From an optimization exercise on the open Yosys and OpenROAD flow, aimed at small area, a short achievable clock period and few clock cycles; shortcuts taken in it are not production practice.
Function was checked by simulation only, so behaviour that the tests miss may differ from the original.
Power and IR drop assume default switching activity.

alpha:
// slang_core
module slang_core (
    input  wire        clk,
    input  wire        rst,           
    output reg         mem_req,
    output reg         mem_we,
    output reg         mem_ram,
    output reg  [11:0] mem_addr,
    output reg  [7:0]  mem_wdata,
    input  wire        mem_ack,
    input  wire [7:0]  mem_rdata,
    output reg         con_valid,
    output reg  [7:0]  con_data,
    output wire        halted,
    output wire        faulted,
    output wire [3:0]  fault_code,
    input  wire [3:0]  dbg_sel,
    output wire [63:0] dbg_data
);
For scale: roughly 11,000 cells after synthesis, about 1,200 flip-flops, ~120 I/O pins.
make LEC_CHECK=0 CAP_MARGIN=20 CELL_PAD_IN_SITES_DETAIL_PLACEMENT=2 CELL_PAD_IN_SITES_GLOBAL_PLACEMENT=4 CORE_MARGIN=2 CORE_UTILIZATION=25 PLACE_DENSITY=0.45 SETUP_SLACK_MARGIN=3.5 SLEW_MARGIN=20 TNS_END_PERCENT=0 finish   # period 10.0 ns
run.sh (not shown) runs the stock make flow with config.mk's settings and CLKGATE_MAP_FILE= SYNTH_SCRIPT=/design/flow/synth_recipe.tcl, a recipe that flattens the netlist after the stock synthesis.
Testbench counts of alpha, summed over its fixed seeds: cycles 289,918.
Relative to alpha, the following input files were edited for beta:
--- a/flow/design.v
+++ b/flow/design.v
@@ -153,22 +153,12 @@
         begin
             lt8 = 1'b0;
             for (k = 0; k < 8; k = k + 1)
                 if (a[k] != b[k]) lt8 = b[k];
         end
     endfunction
-    function [2:0] region(input [16:0] d);
-        reg lz;
-        begin
-            lz = ~|d[11:0];
-            region[2] = d[16] && (d[15:12] == 4'hF) && (d[11:5] == 7'd0) &&
-                        (!d[4] || (d[3:0] == 4'd0));
-            region[1] = d[16] && ((d[15:12] == 4'h2) || ((d[15:12] == 4'h3) && lz));
-            region[0] = d[16] && ((d[15:12] == 4'h0) || ((d[15:12] == 4'h1) && lz));
-        end
-    endfunction
     function [16:0] desc(input [63:0] a);
         desc = {~|a[63:16], a[15:0]};
     endfunction
     function [16:0] desc_pm8(input [63:0] x, input dn8);
         reg [63:0] y;
         reg        c;
@@ -189,18 +179,20 @@
     wire fetch_st = (st == S_OP) || (st == S_MODE) || (st == S_R1) ||
                     (st == S_F1) || (st == S_R2) || (st == S_F2);
     wire is_wr    = (st == S_WR);
     wire is_rd    = fetch_st || (st == S_RD);
     wire acc_st   = is_rd || is_wr;
     wire len8     = (st == S_F1) || (st == S_F2) || (st == S_RD) || is_wr;
-    reg  [2:0]  freg, areg;      
     wire [16:0] base = fetch_st ? desc(ip) : ar;
+    wire        b_hz = base[16];
     wire [15:0] b_lo = base[15:0];
-    wire d_con  = fetch_st ? freg[2] : areg[2];
-    wire d_ram  = fetch_st ? freg[1] : areg[1];
-    wire d_rom  = fetch_st ? freg[0] : areg[0];
+    wire lo_z11 = ~|b_lo[11:0];
+    wire d_con  = b_hz && (b_lo[15:12] == 4'hF) && (b_lo[11:5] == 7'd0) &&
+                  (!b_lo[4] || (b_lo[3:0] == 4'd0));
+    wire d_ram  = b_hz && ((b_lo[15:12] == 4'h2) || ((b_lo[15:12] == 4'h3) && lo_z11));
+    wire d_rom  = b_hz && ((b_lo[15:12] == 4'h0) || ((b_lo[15:12] == 4'h1) && lo_z11));
     wire d_mem  = d_ram || d_rom;
     wire mapped = d_mem || d_con;
     wire [3:0]  o3    = {1'b0, b_lo[2:0]} + {1'b0, ai};
     wire [63:0] o9    = inc64({55'd0, b_lo[11:3]});
     wire [12:0] o12   = {o3[3] & (&b_lo[11:3]), o3[3] ? o9[8:0] : b_lo[11:3], o3[2:0]};
     wire [2:0]  nlo   = ~b_lo[2:0];
@@ -712,22 +704,13 @@
                     end
                 default: acc_y = 1'b1;
             endcase
         end
         if (fault_n) st_n = S_FAULT;
     end
-    wire [63:0] gw_val = gw_rd ? rd_full : F;
-    wire [63:0] ip_d = (gw_en && gw_idx == R_IP) ? gw_val :
-                       ip_j ? jv : ip_t ? T : ip_n ? ipn : ip;
-    wire [16:0] ar_d = ar_pm ? desc_pm8(sp, sp_dn) : ar_sp ? desc(sp) : ar_a2 ? a2 :
-                       ar_a2x ? a2x : ar_f1 ? desc(rd_full) : ar;
-    always @(posedge clk) begin
-        if (rst) freg <= 3'b001;             
-        else     freg <= region(desc(ip_d));
-        areg <= region(ar_d);
-    end
+    wire [63:0] gw_val = gw_rd ? rd_full : alu_y;
     wire [7:0] opb_n = (acc_st && step && st == S_OP) ? bv : opb;
     wire [3:0] r1_n  = (acc_st && step && st == S_R1) ? bv[3:0] : r1;
     wire [3:0] r2_n  = (acc_st && step && st == S_R2) ? bv[3:0] : r2;
     wire [3:0] cnt_n = cnt_clr ? 4'd0 : cnt_inc ? cnt + 4'd1 : cnt;
     wire       first_n = first_set ? 1'b1 : first_clr ? 1'b0 : first;
     reg  [3:0] pidx_n;
@@ -791,13 +774,17 @@
             if (sh_init) dn <= {1'b0, s_val[5:0]};
             if (st == S_SHL || st == S_SHR) dn <= sh_nx;
             if (st == S_DIV) begin
                 if (div_skp) dn <= dn + 7'd8;
                 else begin dn <= dn + 7'd1; dlead <= 1'b0; end
             end
-            ar <= ar_d;
+            if (ar_f1)  ar <= desc(rd_full);
+            if (ar_a2x) ar <= a2x;
+            if (ar_a2)  ar <= a2;
+            if (ar_sp)  ar <= desc(sp);
+            if (ar_pm)  ar <= desc_pm8(sp, sp_dn);
         end
     end
     always @(posedge clk) begin
         if (!rst) begin
             if (F_sh_ld || F_sh1 || F_port || F_pr || F_ipn || F_y || F_T || F_fp || F_ac)
                 F <= F_ipn  ? ipn :
@@ -829,13 +816,16 @@
         end else begin
             if (gw_en && gw_idx == R_ACC)
                 acc <= gw_val;
             else if (acc_y || acc_dq || acc_d8)
                 acc <= acc_dq ? {acc[62:0], div_q && (st == S_DIV)} :
                        acc_d8 ? {acc[55:0], 8'd0} : alu_y;
-            ip <= ip_d;
+            if (gw_en && gw_idx == R_IP)
+                ip <= gw_val;
+            else if (ip_n || ip_j || ip_t)
+                ip <= ip_j ? jv : ip_t ? T : ipn;
             if (gw_en && gw_idx == R_SP)
                 sp <= gw_val;
             else if (sp_top || sp_sum)
                 sp <= sp_top ? STACK_TOP : sum[63:0];
             if (gw_en && gw_idx == R_FP)
                 fp <= gw_val;
Results
Total power after layout on beta is behind alpha.
Number of buffers created by CTS went down slightly going from alpha to beta.
The relative slew slack reported for beta is greater than that of alpha by 6.9 points.
Number of filler cells placed in the layout (beta vs. alpha) increases by a few percent
Relative to alpha, the global-route wire length before repair of beta is lower by about 1.8%.
| worst setup margin | lower: beta |
Cell area | beta vs alpha | beta smaller
Testbench counts of beta, summed over its fixed seeds: cycles 289,918.

-- static timing again, ports no longer ideal --
In the flow no input, the clock included, has a driving cell. The finished layouts below were timed again as built, in two steps. Step 1: set_driving_cell puts a clkbuf_16 on clk and a buf_2 on each other input, an assumption about the parent block. Step 2 adds t to the input delays and takes it off the output delays; t is the mean of the earliest and latest rising clock arrival at the registers after step 1. Input paths then give back, and output paths get back, about the clock's delay inside the block. Three values: ideal, step 1, step 2; two values: the first two.
| run | t, ns | slack for setup (ns) | worst register clock-pin slew, ns | cell pins on the clock port's net |
|---|---|---|---|---|
| alpha | 0.964 | 3.082 / 3.082 / 2.295 | 0.07 / 0.07 | 1 |
| beta | 0.974 | 2.337 / 2.264 / 1.817 | 0.07 / 0.07 | 1 |
After both steps every run listed still meets setup and hold. The setup slack of alpha, which loses most, moves by 0.000 ns with the drivers and by -0.787 ns with both steps.
